Background: an optimization exercise with open tools, aiming at small area. Do not read the settings as production practice. In this exercise RTL edits were held to simulation tests only and were not proved equivalent to the original. The flow treats the clock pin as an ideal source. Dropping or thinning the clock tree relies on that and would not hold on a real chip. Power and IR drop assume default switching activity.

onyx:
Design bitpack_codec, start of the top module:
module bitpack_codec (
    input  wire       clk,
    input  wire       rst,
    input  wire       enc_in_valid,
    output wire       enc_in_ready,
    input  wire       enc_in_end,
    input  wire [7:0] enc_in_data,
    output wire       enc_out_valid,
    input  wire       enc_out_ready,
    output wire [7:0] enc_out_data,
    output wire       enc_done,
    output wire       enc_collision,
    input  wire       dec_in_valid,
    output wire       dec_in_ready,
    input  wire       dec_in_eof,
    input  wire [7:0] dec_in_data,
    output wire       dec_out_valid,
    input  wire       dec_out_ready,
    output wire [7:0] dec_out_data,
    output wire       dec_done,
    output wire [2:0] dec_status
);
For scale: roughly 50 I/O pins, about 0.0033 mm² of cells after synthesis.
clock: 6.0 ns
lec_check: 0
cap_margin: 20
core_margin: 2
core_utilization: 80
gpl_timing_driven: 0
slew_margin: 20
standard.sh (not shown) runs the stock make flow with config.mk's settings and CLKGATE_MAP_FILE= SYNTH_SCRIPT=/design/flow/synth_recipe.tcl, a recipe that flattens the netlist after the stock synthesis.
==> flow/flow/run.sh <==
#!/bin/bash
# Own layout flow: the standard synthesis, then the combinational logic
# between the (unchanged) registers is re-synthesised by ABC for area
# (&deepsyn with several seeds, mapped by map -a and by &nf, the smallest
# netlist that keeps every register kept); the rest
# is the standard ORFS flow with buf_1 port buffers, except the clock tree:
# mcts.tcl has the clock port drive a few clock buffers, each feeding the
# flip-flops of one region. Each tool's output goes to a log in this folder.
set -euo pipefail
HERE=$(pwd)
LIB=$FLOW_HOME/platforms/sky130hd/lib/sky130_fd_sc_hd__tt_025C_1v80.lib
YOSYS=$FLOW_HOME/../tools/install/yosys/bin/yosys
R=$HERE/orfs/results/sky130hd/bitpack_codec/base

export BUFFER_PORTS_ARGS="-buffer_cell sky130_fd_sc_hd__buf_1"

bash standard.sh synth > synth.log 2>&1

cp $R/1_2_yosys.v $HERE/std_synth.v
DU=""
for c in $(grep -o 'sky130_fd_sc_hd__\(lpflow\|probe\)[a-z0-9_]*' $FLOW_HOME/platforms/sky130hd/config.mk | sort -u); do
  DU="$DU -dont_use $c"
done
SEQ=$(grep -o '^ *sky130_fd_sc_hd__[a-z0-9_]*' std_synth.v | sort -u | grep -E '__(dfxtp|edfxtp|dfrtp|dfstp|dfbbp|dfxbp|dfrbp|dfsbp|sdf|sedf|dlx|dlr)' | tr '\n' ' ')
NSEQ=$(grep -cE '^ *sky130_fd_sc_hd__(dfxtp|edfxtp|dfrtp|dfstp|dfbbp|dfxbp|dfrbp|dfsbp|sdf|sedf|dlx|dlr)' std_synth.v)

remap() {  # remap TAG ABC_SCRIPT_LINES
  local t=$1; shift
  printf '%s\n' "$@" > abc_$t.script
  cat > remap_$t.ys <<EOS
read_liberty -ignore_miss_func $LIB
read_verilog $HERE/std_synth.v
hierarchy -top $FLOW_TOP
setattr -mod -set keep_hierarchy 1 $SEQ
flatten
opt_clean -purge
abc -liberty $LIB $DU -script $HERE/abc_$t.script
opt_clean -purge
hierarchy -top $FLOW_TOP
blackbox $SEQ
rename -hide w:_*_.*
opt_clean -purge
rename -enumerate
tee -o $HERE/area_$t.txt stat -liberty $LIB
write_verilog -noattr -nohex -nodec $HERE/remap_$t.v
EOS
  timeout 900 $YOSYS -s remap_$t.ys > remap_$t.log 2>&1 || true
}

remap base strash 'dch -f' 'map -a' topo &
jobs=1
TAGS="base"
for s in 0 1 2 3 4 5 6 7 8 9 10 11 12 13 14 15; do
  for m in m n; do
    if [[ $m == m ]]; then
      remap s$s$m strash '&get -n' "&deepsyn -J 50 -T 400 -S $s" '&put' 'dch -f' 'map -a' topo &
    else
      remap s$s$m strash '&get -n' "&deepsyn -J 50 -T 400 -S $s" '&dch -f' '&nf -R 1000 -p -F 10 -A 10 -a' '&put' topo &
    fi
    TAGS="$TAGS s$s$m"
    jobs=$((jobs + 1))
    if (( jobs % ${NUM_CORES:-4} == 0 )); then wait; fi
  done
done
wait

# Keep the smallest netlist that has every register and some logic.
best=""; besta=""
for t in $TAGS; do
  [[ -f remap_$t.v && -f area_$t.txt ]] || continue
  a=$(grep -E 'Chip area for (top )?module' area_$t.txt | tail -1 | awk '{print $NF}')
  s=$(grep -E 'of which used for sequential' area_$t.txt | tail -1 | awk '{print $(NF-1)}')
  n=$(grep -cE '^ *sky130_fd_sc_hd__(dfxtp|edfxtp|dfrtp|dfstp|dfbbp|dfxbp|dfrbp|dfsbp|sdf|sedf|dlx|dlr)' remap_$t.v || true)
  echo "$t area=$a seq=$s flops=$n" >> choice.log
  [[ "$n" == "$NSEQ" ]] || continue
  awk -v a="$a" -v s="$s" 'BEGIN{exit !(a - s > 0.25 * s)}' || continue
  if [[ -z "$best" ]] || awk -v a="$a" -v b="$besta" 'BEGIN{exit !(a < b)}'; then best=$t; besta=$a; fi
done
echo "chosen: ${best:-standard}" >> choice.log
if [[ -n "$best" ]]; then cp remap_$best.v $R/1_2_yosys.v; fi

bash standard.sh place > place.log 2>&1
MCTS_PLATFORM_DIR=$FLOW_HOME/platforms/sky130hd MCTS_IN_ODB=$R/3_place.odb MCTS_IN_SDC=$R/3_place.sdc \
MCTS_OUT_ODB=$R/4_1_cts.odb MCTS_OUT_SDC=$R/4_cts.sdc MCTS_NBUF=4 MCTS_NX=2 MCTS_BUF=sky130_fd_sc_hd__clkbuf_8 \
  $FLOW_HOME/../tools/install/OpenROAD/bin/openroad -exit $HERE/flow/mcts.tcl > mcts.log 2>&1
bash standard.sh finish > finish.log 2>&1
Other scripts of this flow, unchanged in this note and not shown: flow/flow/mcts.tcl
onyx: full flow OK, the timing, design-rule and antenna checks passed
Relative to onyx, the following input files were edited for fjord:
--- a/flow/design.v
+++ b/flow/design.v
@@ -59,19 +59,19 @@
     end
     wire [1:0] op       = k[2] ? 2'b01 : {~k[1], ~k[1] & ~k[0]};
     wire       is_lit   = (k == K_LIT);
     wire       fin_slot = mp || !k[2];          
     wire [1:0] s        = mp ? k[1:0] : op;
     wire n3        = acc[6];                
+    wire acc_empty = !acc[6] && (acc[4:0] == 5'b00001) && !mp;
     wire [7:0] ctrl = {acc[5:0], s};
-    wire phase   = !(acc[2] || acc[4] || acc[6]);
+    wire phase   = (acc[6:2] == 5'd0);      
     wire in_lits = phase && (acc[1:0] == 2'b10);
     wire in_sent = phase && (acc[1:0] == 2'b00);
     wire in_done = phase && (acc[1:0] == 2'b11);
-    wire in_run  = !phase || acc[0] && !acc[1];
-    wire acc_empty = phase && acc[0] && !mp;
+    wire in_run  = !phase || (acc[1:0] == 2'b01);
     wire fin_end = in_end && acc_empty;     
     wire step    = in_run && in_valid && !fin_end && found;
     wire lm_any     = |lm;
     wire lits_shift = in_lits && lm_any && (!lm[0] || out_ready);
     wire lits_fin   = in_lits && !lm_any && (!is_lit || out_ready);
     assign out_valid = !rst && ((step && n3) || (in_lits && (lm[0] || (!lm_any && is_lit))) ||
@@ -147,13 +147,13 @@
     localparam OP_REP1 = 2'b11;
     reg        mp;              
     reg        d0, d1;          
     reg  [7:0] p0, p1;
     reg  [8:0] slots;           
     wire       run   = !(slots[1] && !slots[0]);
-    wire       empty = !(slots[0] || slots[2] || slots[4] || slots[6]);
+    wire       empty = (slots[7:0] == 8'd0);
     wire [1:0] cur   = slots[8:7];
     wire [7:0] nb_lo = {p1[6:0], 1'b0};
     wire [7:0] nb_hi = {1'b0, p1[7:1]};
     wire [7:0] nb    = mp ? (cur[1] ? nb_hi : nb_lo) : p1;
     wire [7:0] px    = cur[0] ? (p1 & nb) : (p1 | nb);
     wire       rep2  = !mp && cur == OP_REP2;
## What came out
Summary of fjord over onyx: die area now sits higher; growth of design area from synthesis to finish neither gained nor lost much. From fjord to onyx, largest net degree at the start of global routing did not move at all. Per the comparison of fjord with onyx, combinational power higher, remaining max-slew budget at the tightest pin up 6.3 points, non-filler instance count after layout neither gained nor lost much, overall power consumption shows an increase of about 3.3%. Looking at via count of the first global-routing pass across fjord and onyx, the one that comes out lower is onyx.
No run of this note takes its clock network from TritonCTS; it comes from the design's own scripts or RTL.

==> separate check: timing with driven ports <==
Ports are ideal in the flow. The routed layouts listed here were re-timed in OpenROAD. Step 1 sets driving cells, clkbuf_16 on the clock port and buf_2 on the other inputs (assumed; they add their load-dependent delay and slew). Step 2, shift: input delay + t, output delay - t, t = (earliest + latest rising clock arrival at the registers) / 2. This alone moves slack from input paths to output paths. Three values: no drivers, after step 1, after step 2; two values: the first two.
run | t, ns | setup slack, ns | pins driven straight from the clock port
onyx | 0.215 | 0.862 / 0.861 / 0.861 | 4
fjord | 0.216 | 1.125 / 1.064 / 1.181 | 4
After both steps every run listed still meets setup and hold. The setup slack of onyx, which loses most, moves by -0.001 ns with the drivers and by -0.001 ns with both steps.
